This is an optimization exercise on Yosys and OpenROAD, whose aim is a short achievable clock period and few clock cycles per item, not a production implementation. In this exercise RTL edits were held to simulation tests only and were not proved equivalent to the original. Power is estimated from default activity; no workload was simulated.

==> inputs of harbor <==
Design upxl_encoder, start of the top module:
module upxl_encoder (
  input  wire        clk,
  input  wire        rst,
  input  wire        cmd_valid,
  output wire        cmd_ready,
  input  wire [1:0]  cmd_kind,
  input  wire [7:0]  cmd_chan,
  input  wire [7:0]  cmd_order,
  input  wire        cmd_nelem4,
  input  wire [7:0]  cmd_bright,
  input  wire [31:0] cmd_freq,
  input  wire [15:0] cmd_npix,
  input  wire        pix_valid,
  output wire        pix_ready,
  input  wire [31:0] pix_color,
  output reg         out_valid,
  input  wire        out_ready,
  output reg  [31:0] out_data,
  output reg  [2:0]  out_nbytes,
  output reg         out_last,
  output reg         done,
  output reg  [2:0]  done_flags,
  output reg  [11:0] done_len
);
==> flow/config.mk <==
export PLATFORM = sky130hd
export DESIGN_NAME = upxl_encoder
export DESIGN_NICKNAME = upxl_encoder
export VERILOG_FILES = /design/flow/design.v
export SDC_FILE = /design/flow/constraint.sdc
export NUM_CORES = 4
export LEC_CHECK = 0
export ABC_CLOCK_PERIOD_IN_PS = 2000
export CAP_MARGIN = 20
export CORE_MARGIN = 2
export CORE_UTILIZATION = 60
export CTS_CLUSTER_SIZE = 30
export PLACE_DENSITY = 0.7
export SETUP_SLACK_MARGIN = 2.6
export SLEW_MARGIN = 20
export TNS_END_PERCENT = 100
==> flow/constraint.sdc <==
create_clock -name core_clock -period 5.0 [get_ports {clk}]
set_input_delay 1.0000 -clock core_clock [delete_from_list [all_inputs] [get_ports {clk}]]
set_output_delay 1.0000 -clock core_clock [all_outputs]
set_load 0.01 [all_outputs]
standard.sh (not shown) runs the stock make flow with config.mk's settings and CLKGATE_MAP_FILE= SYNTH_SCRIPT=/design/flow/synth_recipe.tcl, a recipe that flattens the netlist after the stock synthesis.
==> flow/flow/run.sh <==
#!/bin/bash
# Own layout flow: the standard synthesis and ORFS layout, unchanged
# except for two layout settings passed to make:
#  - every input and output port gets a sky130_fd_sc_hd__buf_8 buffer
#    (buffer_ports otherwise picks a slow clkdlybuf4s50_1 delay cell);
#  - MATCH_CELL_FOOTPRINT=0, so timing repair may resize cells to other
#    footprints.
# Each tool's output goes to a log file here; ORFS keeps its own logs in
# orfs/logs/.
set -euo pipefail
cd "$(dirname "$0")/.."
bash standard.sh synth > flow_synth.log 2>&1
sed 's#CLKGATE_MAP_FILE= #CLKGATE_MAP_FILE= MATCH_CELL_FOOTPRINT=0 BUFFER_PORTS_ARGS="-buffer_cell sky130_fd_sc_hd__buf_8" #' \
  standard.sh > flow_layout.sh
grep -q 'BUFFER_PORTS_ARGS' flow_layout.sh
bash flow_layout.sh finish > flow_layout.log 2>&1
test -s out/final.def
==> yarrow (differences from harbor) <==
--- a/flow/design.v
+++ b/flow/design.v
@@ -193,11 +193,11 @@
                          w_e4 ? {w_nplus[9:0], 2'b10} :
                                 add12(w_n3, 12'd14);
   reg [DQ-1:0]    dq_isf;
   reg [3*DQ-1:0]  dq_flags;
   reg [12*DQ-1:0] dq_len;
-  reg [DQ-1:0]    dq_wr, dq_rd, dq_we;
+  reg [DQ-1:0]    dq_wr, dq_rd;
   reg [DQ:0]      dq_n;                  
   reg             dq_h_isf;
   reg [2:0]       dq_h_flags;
   reg [11:0]      dq_h_len;
   reg             dh_v, dh_isf, dq_pop_d;
@@ -210,20 +210,20 @@
       dq_h_flags = dq_h_flags | ({3{dq_rd[i]}} & dq_flags[3*i +: 3]);
       dq_h_len   = dq_h_len   | ({12{dq_rd[i]}} & dq_len[12*i +: 12]);
     end
   end
   reg [GW*GQ-1:0] gq;
-  reg [GQ-1:0]    gq_wr, gq_rd, gq_we;
+  reg [GQ-1:0]    gq_wr, gq_rd;
   reg [GQ:0]      gq_n;
   reg [GW-1:0]    gq_head;
   always @(*) begin
     gq_head = {GW{1'b0}};
     for (i = 0; i < GQ; i = i + 1)
       gq_head = gq_head | ({GW{gq_rd[i]}} & gq[GW*i +: GW]);
   end
   reg [10*PQ-1:0] pq;
-  reg [PQ-1:0]    pq_wr, pq_rd, pq_we;
+  reg [PQ-1:0]    pq_wr, pq_rd;
   reg [PQ:0]      pq_n;
   reg [9:0]       pq_head;
   always @(*) begin
     pq_head = 10'd0;
     for (i = 0; i < PQ; i = i + 1)
@@ -235,11 +235,11 @@
   reg  [9:0]  cur;             
   reg  [2:0]  cur_is;          
   reg         pin_v;
   reg  [31:0] pin_d;
   reg  [32*RQ-1:0] rq;
-  reg  [RQ-1:0] rq_wr, rq_rd, rq_we;
+  reg  [RQ-1:0] rq_wr, rq_rd;
   reg  [RQ:0]   rq_n;
   reg  [127:0]  hw;            
   reg  [3:0]    hv;            
   wire [31:0]   h0 = hw[31:0];
   wire [31:0]   h1 = hw[63:32];
@@ -279,26 +279,23 @@
   reg        s2_v, s2_fin;
   reg [31:0] s2_d;
   reg [3:0]  s2_seld;         
   reg [15:0] s2_selc;         
   reg [2:0]  s2_nbr;
-  reg [31:0] crc, crc_h;
+  reg [31:0] crc;
   reg [36*OD-1:0] oq;
   reg [OD-1:0] oq_wr, oq_rd;
   reg [OD:0]   oq_n;
   reg [OD:0]   cu_n;           
   reg          pop_d;          
   reg [3:0]    fr_n;           
-  wire         oq_pop  = out_valid && out_ready;
-  wire [OD-1:0] oq_rdn = oq_pop ? rot_od(oq_rd) : oq_rd;
-  reg  [35:0]   oq_head;
+  reg [35:0]   oq_head;
   always @(*) begin
     oq_head = 36'd0;
     for (i = 0; i < OD; i = i + 1)
-      oq_head = oq_head | ({36{oq_rdn[i]}} & oq[36*i +: 36]);
+      oq_head = oq_head | ({36{oq_rd[i]}} & oq[36*i +: 36]);
   end
-  wire          oq_byp = s2_v && |(oq_wr & oq_rdn);
   wire [3:0]  h_poh = 4'b0001 << gq_head[1:0];
   wire [15:0] h_sel;
   wire        h_bsel;
   upxl_cpm_sel u_sel (
     .kind   (gq_head[GW-1 -: 2]),
@@ -378,19 +375,19 @@
                    ({32{g_poh[1]}} & {g_d[23:0], g_prev[31:24]}) |
                    ({32{g_poh[2]}} & {g_d[15:0], g_prev[31:16]}) |
                    ({32{g_poh[3]}} & {g_d[7:0],  g_prev[31:8]});
   wire [31:0] mw_word, m_crc;
   wire [31:0] mi0, mi1, mi2, mi3;
-  wire [31:0] c_minit = ({32{c_poh[0]}} & mi0) | ({32{c_poh[1]}} & mi1) |
-                        ({32{c_poh[2]}} & mi2) | ({32{c_poh[3]}} & mi3);
+  wire [31:0] s1_minit = ({32{s1_poh[0]}} & mi0) | ({32{s1_poh[1]}} & mi1) |
+                         ({32{s1_poh[2]}} & mi2) | ({32{s1_poh[3]}} & mi3);
   upxl_crc32_init u_i0 (.p(2'd0), .m_init(mi0));
   upxl_crc32_init u_i1 (.p(2'd1), .m_init(mi1));
   upxl_crc32_init u_i2 (.p(2'd2), .m_init(mi2));
   upxl_crc32_init u_i3 (.p(2'd3), .m_init(mi3));
   upxl_crc32 u_mw (.x(c_cw), .y(mw_word));
   upxl_crc32 u_mc (.x(crc), .y(m_crc));
-  wire [31:0] crc_v = ~crc_h;
+  wire [31:0] crc_v = ~crc;
   reg  [3:0]  s1_seld;
   reg  [15:0] s1_selc;
   always @(*) begin : lanesel
     integer j, b, p;
     for (j = 0; j < 4; j = j + 1) begin
@@ -446,23 +443,23 @@
     dh_flags   <= dq_h_isf ? 3'd0 : dq_h_flags;
     dh_len     <= dq_h_len;
     done_flags <= dh_flags;
     done_len   <= dh_len;
     for (i = 0; i < DQ; i = i + 1)
-      if (dq_we[i]) begin
+      if (x_valid && dq_wr[i]) begin
         dq_isf[i]          <= x_ok;
         dq_flags[3*i +: 3] <= x_flags;
         dq_len[12*i +: 12] <= x_len;
       end
     for (i = 0; i < GQ; i = i + 1)
-      if (gq_we[i])
+      if (w_valid && w_ok && gq_wr[i])
         gq[GW*i +: GW] <= w_gq;
     for (i = 0; i < PQ; i = i + 1)
-      if (pq_we[i])
+      if (w_valid && w_haspx && pq_wr[i])
         pq[10*i +: 10] <= w_npix;
     for (i = 0; i < RQ; i = i + 1)
-      if (rq_we[i])
+      if (pin_v && rq_wr[i])
         rq[32*i +: 32] <= pin_d;
     for (i = 0; i < OD; i = i + 1)
       if (s2_v && oq_wr[i])
         oq[36*i +: 36] <= {s2_fin, s2_nb, s2_word};
     hw <= hw_n;
@@ -524,44 +521,39 @@
     s1_first <= c_first;
     s1_lastb <= c_lastb;
     s1_fin   <= c_fin;
     s1_d     <= c_d;
     s1_poh   <= c_poh;
-    s1_mw    <= mw_word ^ ({32{c_first}} & c_minit);
+    s1_mw    <= mw_word;
     s2_fin   <= s1_fin;
     s2_d     <= s1_d;
     s2_seld  <= s1_seld;
     s2_selc  <= s1_selc;
     s2_nbr   <= s1_fin ? {s1_poh[0], s1_poh[1] | s1_poh[2], s1_poh[1] | s1_poh[3]} : 3'd4;
-    if (s1_v && !s1_fin) begin
-      crc   <= m_crc ^ s1_mw;
-      crc_h <= m_crc ^ s1_mw;
-    end else if (s1_v && s1_fin)
-      crc <= 32'd0;
-    {out_last, out_nbytes, out_data} <= oq_byp ? {s2_fin, s2_nb, s2_word} : oq_head;
+    crc <= ({32{s1_v & ~s1_fin}} & (({32{s1_first}} & s1_minit) ^ ({32{~s1_first}} & m_crc) ^ s1_mw)) |
+           ({32{~s1_v | s1_fin}} & crc);
+    if (!out_valid || out_ready)
+      {out_last, out_nbytes, out_data} <= oq_head;
     if (rst) begin
       cmd_ready_r <= 1'b1;
       v_valid <= 1'b0;
       w_valid <= 1'b0;
       x_valid <= 1'b0;
       dq_wr <= 1; dq_rd <= 1; dq_n <= 0;
-      dq_we <= 0; gq_we <= 0; pq_we <= 0;
       gq_wr <= 1; gq_rd <= 1; gq_n <= 0;
       pq_wr <= 1; pq_rd <= 1; pq_n <= 0;
       pix_ready_r <= 1'b0;
       cur    <= 10'd0;
       cur_is <= 3'b001;
       pin_v  <= 1'b0;
-      rq_we  <= {RQ{1'b0}};
       rq_wr <= 1; rq_rd <= 1; rq_n <= 0;
       hv     <= 4'b0000;
       {gs_fin, gs_body, gs_w2, gs_w1, gs_idle} <= 5'b00001;
       gen_ok <= 1'b1;
       g_v    <= 1'b0;
       g_prev <= 32'd0;
       c_v    <= 1'b0;
-      crc    <= 32'd0;
       s1_v   <= 1'b0;
       s2_v   <= 1'b0;
       pop_d  <= 1'b0;
       oq_wr <= 1; oq_rd <= 1; oq_n <= 0;
       cu_n   <= 0;
@@ -569,26 +561,21 @@
       out_valid <= 1'b0;
       done   <= 1'b0;
       dh_v   <= 1'b0;
       dq_pop_d <= 1'b0;
     end else begin : run
-      reg       dq_pop, pq_pop, cur_load;
-      reg [OD:0] oq_nn;
+      reg       dq_pop, oq_pop, pq_pop, cur_load;
       v_valid <= cmd_valid && cmd_ready_r;
       w_valid <= v_valid;
       x_valid <= w_valid;
       case ({v_valid, w_valid, cmd_ready_r})
         3'b000:                cmd_ready_r <= !gq_n[GQ-1] && !pq_n[PQ-1] && !dq_n[DQ-1-x_valid];
         3'b001, 3'b010, 3'b100: cmd_ready_r <= !gq_n[GQ-2] && !pq_n[PQ-2] && !dq_n[DQ-2-x_valid];
         3'b011, 3'b101, 3'b110: cmd_ready_r <= !gq_n[GQ-3] && !pq_n[PQ-3] && !dq_n[DQ-3-x_valid];
         default:               cmd_ready_r <= !gq_n[GQ-4] && !pq_n[PQ-4] && !dq_n[DQ-4-x_valid];
       endcase
       if (x_valid) dq_wr <= rot_dq(dq_wr);
-      dq_we <= {DQ{w_valid}} & (x_valid ? rot_dq(dq_wr) : dq_wr);
-      gq_we <= {GQ{v_valid && v_flags == 3'b000}} & ((w_valid && w_ok) ? rot_gq(gq_wr) : gq_wr);
-      pq_we <= {PQ{v_valid && v_flags == 3'b000 && !v_kind[1] && v_npix != 16'd0}} &
-               ((w_valid && w_haspx) ? rot_pq(pq_wr) : pq_wr);
       if (w_valid && w_ok) gq_wr <= rot_gq(gq_wr);
       if (w_valid && w_haspx) pq_wr <= rot_pq(pq_wr);
       dh_v     <= dq_n[0];
       dq_pop = dh_v && !dq_pop_d && (!dh_isf || fr_n[0]);
       dq_pop_d <= dq_pop;
@@ -608,11 +595,10 @@
       pix_ready_r <= !rq_n[RQ-3] &&
                      (cur_load || !(cur_is[0] || (cur_is[1] && pix_take)));
       if (pq_pop) pq_rd <= rot_pq(pq_rd);
       pq_n <= th_upd(pq_n, w_valid && w_haspx, pq_pop);
       pin_v <= pix_take;
-      rq_we <= {RQ{pix_take}} & (pin_v ? rot_rq(rq_wr) : rq_wr);
       if (pin_v) rq_wr <= rot_rq(rq_wr);
       if (rt1) rq_rd <= rq_rd1;
       if (rt2) rq_rd <= rot_rq(rq_rd1);
       rq_n <= ({(RQ+1){pin_v & rt0}} & {rq_n[RQ-1:0], 1'b1}) |
               ({(RQ+1){~pin_v & rt1 | pin_v & rt2}} & {1'b0, rq_n[RQ:1]}) |
@@ -634,15 +620,16 @@
       g_v  <= emit;
       if (g_v) g_prev <= g_fin ? 32'd0 : g_d;
       c_v  <= g_v;
       s1_v <= c_v;
       s2_v <= s1_v;
-      oq_nn = th_upd(oq_n, s2_v, oq_pop);
-      oq_n      <= oq_nn;
-      out_valid <= oq_nn[0];
+      oq_pop = (!out_valid || out_ready) && oq_n[0];
+      if (!out_valid || out_ready)
+        out_valid <= oq_n[0];
       if (s2_v) oq_wr <= rot_od(oq_wr);
-      oq_rd <= oq_rdn;
+      if (oq_pop) oq_rd <= rot_od(oq_rd);
+      oq_n <= th_upd(oq_n, s2_v, oq_pop);
       pop_d <= oq_pop;
       cu_n  <= th_upd(cu_n, g_v, pop_d);
       case ({g_v, pop_d})
         2'b10:   gen_ok <= !cu_n[OD-3];
         2'b01:   gen_ok <= !cu_n[OD-1];
TNS_END_PERCENT = 20   (was 100)
==> flow_summary.yaml <==
detailed_routing:
  met1Wirelength_um: 92300
  routed_via_density: 6.73
worst_setup_path:
  worstPathArrival_ns: 3.08
  crit_path_end: "hw[47]"
  r2r_slack_ns: 2.61
cells_and_area:
  multi_input_area_mm2: 0.0266
  nMultiInputCombCells: 3686
run_status:
  status: "complete, no violations"
sta:
  fin_crit_sh: 0.478
logic_synthesis:
  synth_top_area_share: 0.479
  synth-edff-count: 1410
power:
  leakage_nw: 34.5
floorplan:
  tapCellCount: 1917
-- figures above: harbor

==> flow_summary.yaml <==
run_status:
  status: "complete, no violations"
sta:
  fin_crit_sh: 0.504
logic_synthesis:
  synth_top_area_share: 0.502
  synth-edff-count: 1446
cells_and_area:
  nMultiInputCombCells: 3664
worst_setup_path:
  r2r_slack_ns: 2.48
  crit_path_end: "oq[226]"
floorplan:
  tapCellCount: 1903
detailed_routing:
  routed_via_density: 6.70
-- figures above: yarrow

Testbench counts of harbor, summed over its fixed seeds: cycles 49,994, bytes 180,206.
Testbench counts of yarrow, summed over its fixed seeds: cycles 50,002, bytes 180,206.

==> inputs of lagoon <==
upxl_encoder, a different RTL version from the one above (not shown whole).
Design upxl_encoder, start of the top module:
module upxl_encoder (
  input  wire        clk,
  input  wire        rst,
  input  wire        cmd_valid,
  output wire        cmd_ready,
  input  wire [1:0]  cmd_kind,
  input  wire [7:0]  cmd_chan,
  input  wire [7:0]  cmd_order,
  input  wire        cmd_nelem4,
  input  wire [7:0]  cmd_bright,
  input  wire [31:0] cmd_freq,
  input  wire [15:0] cmd_npix,
  input  wire        pix_valid,
  output wire        pix_ready,
  input  wire [31:0] pix_color,
  output reg         out_valid,
  input  wire        out_ready,
  output reg  [31:0] out_data,
  output reg  [2:0]  out_nbytes,
  output reg         out_last,
  output reg         done,
  output reg  [2:0]  done_flags,
  output reg  [11:0] done_len
);
  localparam DQ = 8;      
  localparam GQ = 4;      
  localparam PQ = 4;      
  localparam RQ = 16;     
  localparam OD = 8;      
  localparam GW = 2 + 8 + 8 + 1 + 8 + 32 + 10 + 2;
  integer i;
  function gtc16(input [15:0] x, input [15:0] c);
    integer j;
    reg eq;
    begin
      gtc16 = 1'b0;
      eq = 1'b1;
      for (j = 15; j >= 0; j = j - 1) begin
        if (eq && x[j] && !c[j]) gtc16 = 1'b1;
        eq = eq && (x[j] == c[j]);
      end
    end
  endfunction
  function [11:0] add12(input [11:0] a, input [11:0] b);
    reg [11:0] g, p, gg, pp;
    integer j, d;
    begin
      g = a & b;
      p = a ^ b;
      gg = g;
      pp = p;
      for (d = 1; d < 12; d = d * 2)
        for (j = 11; j >= d; j = j - 1) begin
          gg[j] = gg[j] | (pp[j] & gg[j-d]);
          pp[j] = pp[j] & pp[j-d];
        end
  ...
clock: 5.0 ns
lec_check: 0
abc_clock_period_in_ps: 2000
cap_margin: 20
core_margin: 2
core_utilization: 60
cts_cluster_size: 30
place_density: 0.7
setup_slack_margin: 2.6
slew_margin: 20
tns_end_percent: 100
Scripts as last shown in full above: flow/flow/run.sh
==> ember (differences from lagoon) <==
--- a/flow/design.v
+++ b/flow/design.v
@@ -190,43 +190,43 @@
   reg [11:0]   x_len;
   wire [11:0]  w_nplus = add12({2'b0, w_npix}, (w_kind == 2'd1) ? 12'd4 : 12'd3);
   wire [11:0]  w_len   = (w_kind == 2'd2) ? 12'd14 :
                          w_e4 ? {w_nplus[9:0], 2'b10} :
                                 add12(w_n3, 12'd14);
   reg [DQ-1:0]    dq_isf;
   reg [3*DQ-1:0]  dq_flags;
   reg [12*DQ-1:0] dq_len;
-  reg [DQ-1:0]    dq_wr, dq_rd, dq_we;
+  reg [DQ-1:0]    dq_wr, dq_rd;
   reg [DQ:0]      dq_n;                  
   reg             dq_h_isf;
   reg [2:0]       dq_h_flags;
   reg [11:0]      dq_h_len;
   reg             dh_v, dh_isf, dq_pop_d;
   reg [2:0]       dh_flags;
   reg [11:0]      dh_len;
   always @(*) begin
     dq_h_isf = 1'b0; dq_h_flags = 3'd0; dq_h_len = 12'd0;
     for (i = 0; i < DQ; i = i + 1) begin
       dq_h_isf   = dq_h_isf   | (dq_rd[i] & dq_isf[i]);
       dq_h_flags = dq_h_flags | ({3{dq_rd[i]}} & dq_flags[3*i +: 3]);
       dq_h_len   = dq_h_len   | ({12{dq_rd[i]}} & dq_len[12*i +: 12]);
     end
   end
   reg [GW*GQ-1:0] gq;
-  reg [GQ-1:0]    gq_wr, gq_rd, gq_we;
+  reg [GQ-1:0]    gq_wr, gq_rd;
   reg [GQ:0]      gq_n;
   reg [GW-1:0]    gq_head;
   always @(*) begin
     gq_head = {GW{1'b0}};
     for (i = 0; i < GQ; i = i + 1)
       gq_head = gq_head | ({GW{gq_rd[i]}} & gq[GW*i +: GW]);
   end
   reg [10*PQ-1:0] pq;
-  reg [PQ-1:0]    pq_wr, pq_rd, pq_we;
+  reg [PQ-1:0]    pq_wr, pq_rd;
   reg [PQ:0]      pq_n;
   reg [9:0]       pq_head;
   always @(*) begin
     pq_head = 10'd0;
     for (i = 0; i < PQ; i = i + 1)
       pq_head = pq_head | ({10{pq_rd[i]}} & pq[10*i +: 10]);
   end
   reg         pix_ready_r;
@@ -239,26 +239,22 @@
   reg  [32*RQ-1:0] rq;
   reg  [RQ-1:0] rq_wr, rq_rd, rq_we;
   reg  [RQ:0]   rq_n;
   reg  [127:0]  hw;            
   reg  [3:0]    hv;            
   wire [31:0]   h0 = hw[31:0];
   wire [31:0]   h1 = hw[63:32];
   wire [RQ-1:0] rq_rd1 = rot_rq(rq_rd);
-  reg  [31:0]   ra, rb;
-  reg  [31:0]   ra_n, rb_n;
-  wire [RQ-1:0] rq_rdn;
-  always @(*) begin : rdnext
-    reg [31:0] e;
-    ra_n = 32'd0; rb_n = 32'd0;
+  reg  [31:0]   ra, rb;        
+  always @(*) begin
+    ra = 32'd0; rb = 32'd0;
     for (i = 0; i < RQ; i = i + 1) begin
-      e = rq_we[i] ? pin_d : rq[32*i +: 32];
-      ra_n = ra_n | ({32{rq_rdn[i]}} & e);
-      rb_n = rb_n | ({32{rq_rdn[(i + RQ - 1) % RQ]}} & e);
+      ra = ra | ({32{rq_rd[i]}}  & rq[32*i +: 32]);
+      rb = rb | ({32{rq_rd1[i]}} & rq[32*i +: 32]);
     end
   end
   reg        gs_idle, gs_w1, gs_w2, gs_body, gs_fin;    
   reg [1:0]  f_kind;
   reg [7:0]  f_chan, f_order, f_bright;
   reg        f_e4;
   reg [31:0] f_freq;
   reg [9:0]  f_npix;
@@ -276,39 +272,33 @@
   reg [3:0]  g_poh;
   reg        c_v, c_first, c_lastb, c_fin;
   reg [31:0] c_d, c_cw;
   reg [3:0]  c_poh;
   reg        s1_v, s1_first, s1_lastb, s1_fin;
   reg [31:0] s1_d, s1_mw;
   reg [3:0]  s1_poh;
   reg        s2_v, s2_fin;
-  reg        s3_v, s3_fin;
-  reg [2:0]  s3_nb;
-  reg [31:0] s3_word;
   reg [31:0] s2_d;
   reg [3:0]  s2_seld;         
   reg [15:0] s2_selc;         
   reg [2:0]  s2_nbr;
   reg [31:0] crc, crc_h;
   reg [36*OD-1:0] oq;
   reg [OD-1:0] oq_wr, oq_rd;
   reg [OD:0]   oq_n;
   reg [OD:0]   cu_n;           
   reg          pop_d;          
   reg [3:0]    fr_n;           
-  wire         oq_pop  = out_valid && out_ready;
-  wire [OD-1:0] oq_rdn = oq_pop ? rot_od(oq_rd) : oq_rd;
-  reg  [35:0]   oq_head;
+  reg [35:0]   oq_head;
   always @(*) begin
     oq_head = 36'd0;
     for (i = 0; i < OD; i = i + 1)
-      oq_head = oq_head | ({36{oq_rdn[i]}} & oq[36*i +: 36]);
+      oq_head = oq_head | ({36{oq_rd[i]}} & oq[36*i +: 36]);
   end
-  wire          oq_byp = s3_v && |(oq_wr & oq_rdn);
   wire [3:0]  h_poh = 4'b0001 << gq_head[1:0];
   wire [15:0] h_sel;
   wire        h_bsel;
   upxl_cpm_sel u_sel (
     .kind   (gq_head[GW-1 -: 2]),
     .order  (gq_head[GW-11 -: 8]),
     .nelem4 (gq_head[GW-19]),
     .sel    (h_sel),
@@ -346,17 +336,16 @@
   wire kp2 = b_go && !rem0 && b_take2;
   wire kp1 = b_go && !rem0 && !b_take2 && av1;
   wire kp0 = !kp1 && !kp2;
   wire gq_pop = gen_ok && gs_idle && gq_n[0];
   wire emit   = gen_ok && (gs_w1 || gs_w2 || gs_fin || (gs_idle && gq_n[0]) || (gs_body && b_emit));
   wire rt2 = !hv[2] && rq_n[1];
   wire rt1 = (!hv[2] && rq_n[0] && !rq_n[1]) || (hv[2] && !hv[3] && rq_n[0]);
   wire rt0 = !rt1 && !rt2;
-  assign rq_rdn = rt2 ? rot_rq(rq_rd1) : rt1 ? rq_rd1 : rq_rd;
   wire [4:0] hco = {hv[3], hv[2] & ~hv[3], hv[1] & ~hv[2], hv[0] & ~hv[1], ~hv[0]};
   reg [127:0] hw_n;
   reg [3:0]   hv_n;
   always @(*) begin : hwin
     integer j, k;
     reg sa, sb;
     reg [31:0] e;
     for (j = 0; j < 4; j = j + 1) begin
@@ -451,36 +440,34 @@
     x_len   <= w_len;
     pin_d   <= pix_color;
     dh_isf     <= dq_h_isf;
     dh_flags   <= dq_h_isf ? 3'd0 : dq_h_flags;
     dh_len     <= dq_h_len;
     done_flags <= dh_flags;
     done_len   <= dh_len;
     for (i = 0; i < DQ; i = i + 1)
-      if (dq_we[i]) begin
+      if (x_valid && dq_wr[i]) begin
         dq_isf[i]          <= x_ok;
         dq_flags[3*i +: 3] <= x_flags;
         dq_len[12*i +: 12] <= x_len;
       end
     for (i = 0; i < GQ; i = i + 1)
-      if (gq_we[i])
+      if (w_valid && w_ok && gq_wr[i])
         gq[GW*i +: GW] <= w_gq;
     for (i = 0; i < PQ; i = i + 1)
-      if (pq_we[i])
+      if (w_valid && w_haspx && pq_wr[i])
         pq[10*i +: 10] <= w_npix;
     for (i = 0; i < RQ; i = i + 1)
       if (rq_we[i])
         rq[32*i +: 32] <= pin_d;
     for (i = 0; i < OD; i = i + 1)
-      if (s3_v && oq_wr[i])
-        oq[36*i +: 36] <= {s3_fin, s3_nb, s3_word};
+      if (s2_v && oq_wr[i])
+        oq[36*i +: 36] <= {s2_fin, s2_nb, s2_word};
     hw <= hw_n;
-    ra <= ra_n;
-    rb <= rb_n;
     if (gs_idle) begin
       {f_kind, f_chan, f_order, f_e4, f_bright, f_freq, f_npix} <= gq_head[GW-1:2];
       f_poh   <= h_poh;
       f_sel   <= h_sel;
       f_bsel  <= h_bsel;
     end
     g_first <= gs_idle;
     g_lastb <= gs_body && b_lastb;
@@ -542,27 +529,24 @@
     s2_seld  <= s1_seld;
     s2_selc  <= s1_selc;
     s2_nbr   <= s1_fin ? {s1_poh[0], s1_poh[1] | s1_poh[2], s1_poh[1] | s1_poh[3]} : 3'd4;
     if (s1_v && !s1_fin) begin
       crc   <= m_crc ^ s1_mw;
       crc_h <= m_crc ^ s1_mw;
     end else if (s1_v && s1_fin)
       crc <= 32'd0;
-    {out_last, out_nbytes, out_data} <= oq_byp ? {s3_fin, s3_nb, s3_word} : oq_head;
-    s3_fin  <= s2_fin;
-    s3_nb   <= s2_nb;
-    s3_word <= s2_word;
+    if (!out_valid || out_ready)
+      {out_last, out_nbytes, out_data} <= oq_head;
     if (rst) begin
       cmd_ready_r <= 1'b1;
       v_valid <= 1'b0;
       w_valid <= 1'b0;
       x_valid <= 1'b0;
       dq_wr <= 1; dq_rd <= 1; dq_n <= 0;
-      dq_we <= 0; gq_we <= 0; pq_we <= 0;
       gq_wr <= 1; gq_rd <= 1; gq_n <= 0;
       pq_wr <= 1; pq_rd <= 1; pq_n <= 0;
       pix_ready_r <= 1'b0;
       cur    <= 10'd0;
       cur_is <= 3'b001;
       pin_v  <= 1'b0;
       rq_we  <= {RQ{1'b0}};
       rq_wr <= 1; rq_rd <= 1; rq_n <= 0;
@@ -570,42 +554,36 @@
       {gs_fin, gs_body, gs_w2, gs_w1, gs_idle} <= 5'b00001;
       gen_ok <= 1'b1;
       g_v    <= 1'b0;
       g_prev <= 32'd0;
       c_v    <= 1'b0;
       crc    <= 32'd0;
       s1_v   <= 1'b0;
       s2_v   <= 1'b0;
-      s3_v   <= 1'b0;
       pop_d  <= 1'b0;
       oq_wr <= 1; oq_rd <= 1; oq_n <= 0;
       cu_n   <= 0;
       fr_n   <= 0;
       out_valid <= 1'b0;
       done   <= 1'b0;
       dh_v   <= 1'b0;
       dq_pop_d <= 1'b0;
     end else begin : run
-      reg       dq_pop, pq_pop, cur_load;
-      reg [OD:0] oq_nn;
+      reg       dq_pop, oq_pop, pq_pop, cur_load;
       v_valid <= cmd_valid && cmd_ready_r;
       w_valid <= v_valid;
       x_valid <= w_valid;
       case ({v_valid, w_valid, cmd_ready_r})
         3'b000:                cmd_ready_r <= !gq_n[GQ-1] && !pq_n[PQ-1] && !dq_n[DQ-1-x_valid];
         3'b001, 3'b010, 3'b100: cmd_ready_r <= !gq_n[GQ-2] && !pq_n[PQ-2] && !dq_n[DQ-2-x_valid];
         3'b011, 3'b101, 3'b110: cmd_ready_r <= !gq_n[GQ-3] && !pq_n[PQ-3] && !dq_n[DQ-3-x_valid];
         default:               cmd_ready_r <= !gq_n[GQ-4] && !pq_n[PQ-4] && !dq_n[DQ-4-x_valid];
       endcase
       if (x_valid) dq_wr <= rot_dq(dq_wr);
-      dq_we <= {DQ{w_valid}} & (x_valid ? rot_dq(dq_wr) : dq_wr);
-      gq_we <= {GQ{v_valid && v_flags == 3'b000}} & ((w_valid && w_ok) ? rot_gq(gq_wr) : gq_wr);
-      pq_we <= {PQ{v_valid && v_flags == 3'b000 && !v_kind[1] && v_npix != 16'd0}} &
-               ((w_valid && w_haspx) ? rot_pq(pq_wr) : pq_wr);
       if (w_valid && w_ok) gq_wr <= rot_gq(gq_wr);
       if (w_valid && w_haspx) pq_wr <= rot_pq(pq_wr);
       dh_v     <= dq_n[0];
       dq_pop = dh_v && !dq_pop_d && (!dh_isf || fr_n[0]);
       dq_pop_d <= dq_pop;
       done       <= dq_pop;
       if (dq_pop) dq_rd <= rot_dq(dq_rd);
       dq_n <= th_upd(dq_n, x_valid, dq_pop);
@@ -621,17 +599,18 @@
       end
       pix_ready_r <= !rq_n[RQ-3] &&
                      (cur_load || !(cur_is[0] || (cur_is[1] && pix_take)));
       if (pq_pop) pq_rd <= rot_pq(pq_rd);
       pq_n <= th_upd(pq_n, w_valid && w_haspx, pq_pop);
       pin_v <= pix_take;
       rq_we <= {RQ{pix_take}} & (pin_v ? rot_rq(rq_wr) : rq_wr);
       if (pin_v) rq_wr <= rot_rq(rq_wr);
-      rq_rd <= rq_rdn;
+      if (rt1) rq_rd <= rq_rd1;
+      if (rt2) rq_rd <= rot_rq(rq_rd1);
       rq_n <= ({(RQ+1){pin_v & rt0}} & {rq_n[RQ-1:0], 1'b1}) |
               ({(RQ+1){~pin_v & rt1 | pin_v & rt2}} & {1'b0, rq_n[RQ:1]}) |
               ({(RQ+1){~pin_v & rt2}} & {2'b0, rq_n[RQ:2]}) |
               ({(RQ+1){~pin_v & rt0 | pin_v & rt1}} & rq_n);
       hv <= hv_n;
       if (gq_pop) gq_rd <= rot_gq(gq_rd);
       gq_n <= th_upd(gq_n, w_valid && w_ok, gq_pop);
       if (gen_ok) begin
@@ -644,22 +623,22 @@
         if (gs_body && b_lastb) begin gs_body <= 1'b0; gs_fin <= 1'b1; end
         if (gs_fin) begin gs_fin <= 1'b0; gs_idle <= 1'b1; end
       end
       g_v  <= emit;
       if (g_v) g_prev <= g_fin ? 32'd0 : g_d;
       c_v  <= g_v;
       s1_v <= c_v;
       s2_v <= s1_v;
-      s3_v <= s2_v;
-      oq_nn = th_upd(oq_n, s3_v, oq_pop);
-      oq_n      <= oq_nn;
-      out_valid <= oq_nn[0];
-      if (s3_v) oq_wr <= rot_od(oq_wr);
-      oq_rd <= oq_rdn;
+      oq_pop = (!out_valid || out_ready) && oq_n[0];
+      if (!out_valid || out_ready)
+        out_valid <= oq_n[0];
+      if (s2_v) oq_wr <= rot_od(oq_wr);
+      if (oq_pop) oq_rd <= rot_od(oq_rd);
+      oq_n <= th_upd(oq_n, s2_v, oq_pop);
       pop_d <= oq_pop;
       cu_n  <= th_upd(cu_n, g_v, pop_d);
       case ({g_v, pop_d})
         2'b10:   gen_ok <= !cu_n[OD-3];
         2'b01:   gen_ok <= !cu_n[OD-1];
         default: gen_ok <= !cu_n[OD-2];
       endcase
     end
==> comparison <==
- Non-clock buffer count: lagoon is higher than ember (54).
- Against ember, the count of clock-buffer cells in the layout of lagoon is higher by 17.
- In lagoon the sequential share of layout area is lower than in ember, by 6.1 points.
- lagoon finished with timing, DRC and antenna clean. ember produced a clean layout.
- Between lagoon and ember, the lower setup slack is in lagoon (gap 29 ps).
- Between lagoon and ember, the lower utilization is in ember (gap 0.70 points).
- In lagoon the sequential power is higher than in ember, by about 2%.
Testbench counts of lagoon, summed over its fixed seeds: cycles 50,002, bytes 180,206.
Testbench counts of ember, summed over its fixed seeds: cycles 50,002, bytes 180,206.

-- separate check: timing with driven ports --
How much do the figures lean on ideal ports? The routed layouts below were timed once more, with nothing changed but the port constraints.
Step 1, drivers: a clkbuf_16 drives clk and a buf_2 each remaining input, both assumed.
Step 2 times the ports against the registers' clock, not the clock port: input delays grow and output delays shrink by t, the midpoint of the rising clock arrivals with the driver on.
Three values: ideal ports, drivers, drivers and shift; two values: the first two.
run | shift t [ns] | slack for setup (ns) | worst setup path after step 2 | worst slew at a driven data input, ns
harbor | 0.905 | 2.611 / 2.527 / 1.938 | input to register | 0.09
yarrow | 0.918 | 2.481 / 2.439 / 2.060 | input to register | 0.09
lagoon | 0.915 | 2.505 / 2.505 / 1.959 | input to register | 0.08
ember | 0.918 | 2.534 / 2.447 / 2.004 | input to register | 0.07
After both steps setup and hold are still met in every run listed. The setup slack of harbor, which loses most, moves by -0.084 ns with the drivers and by -0.673 ns with both steps.
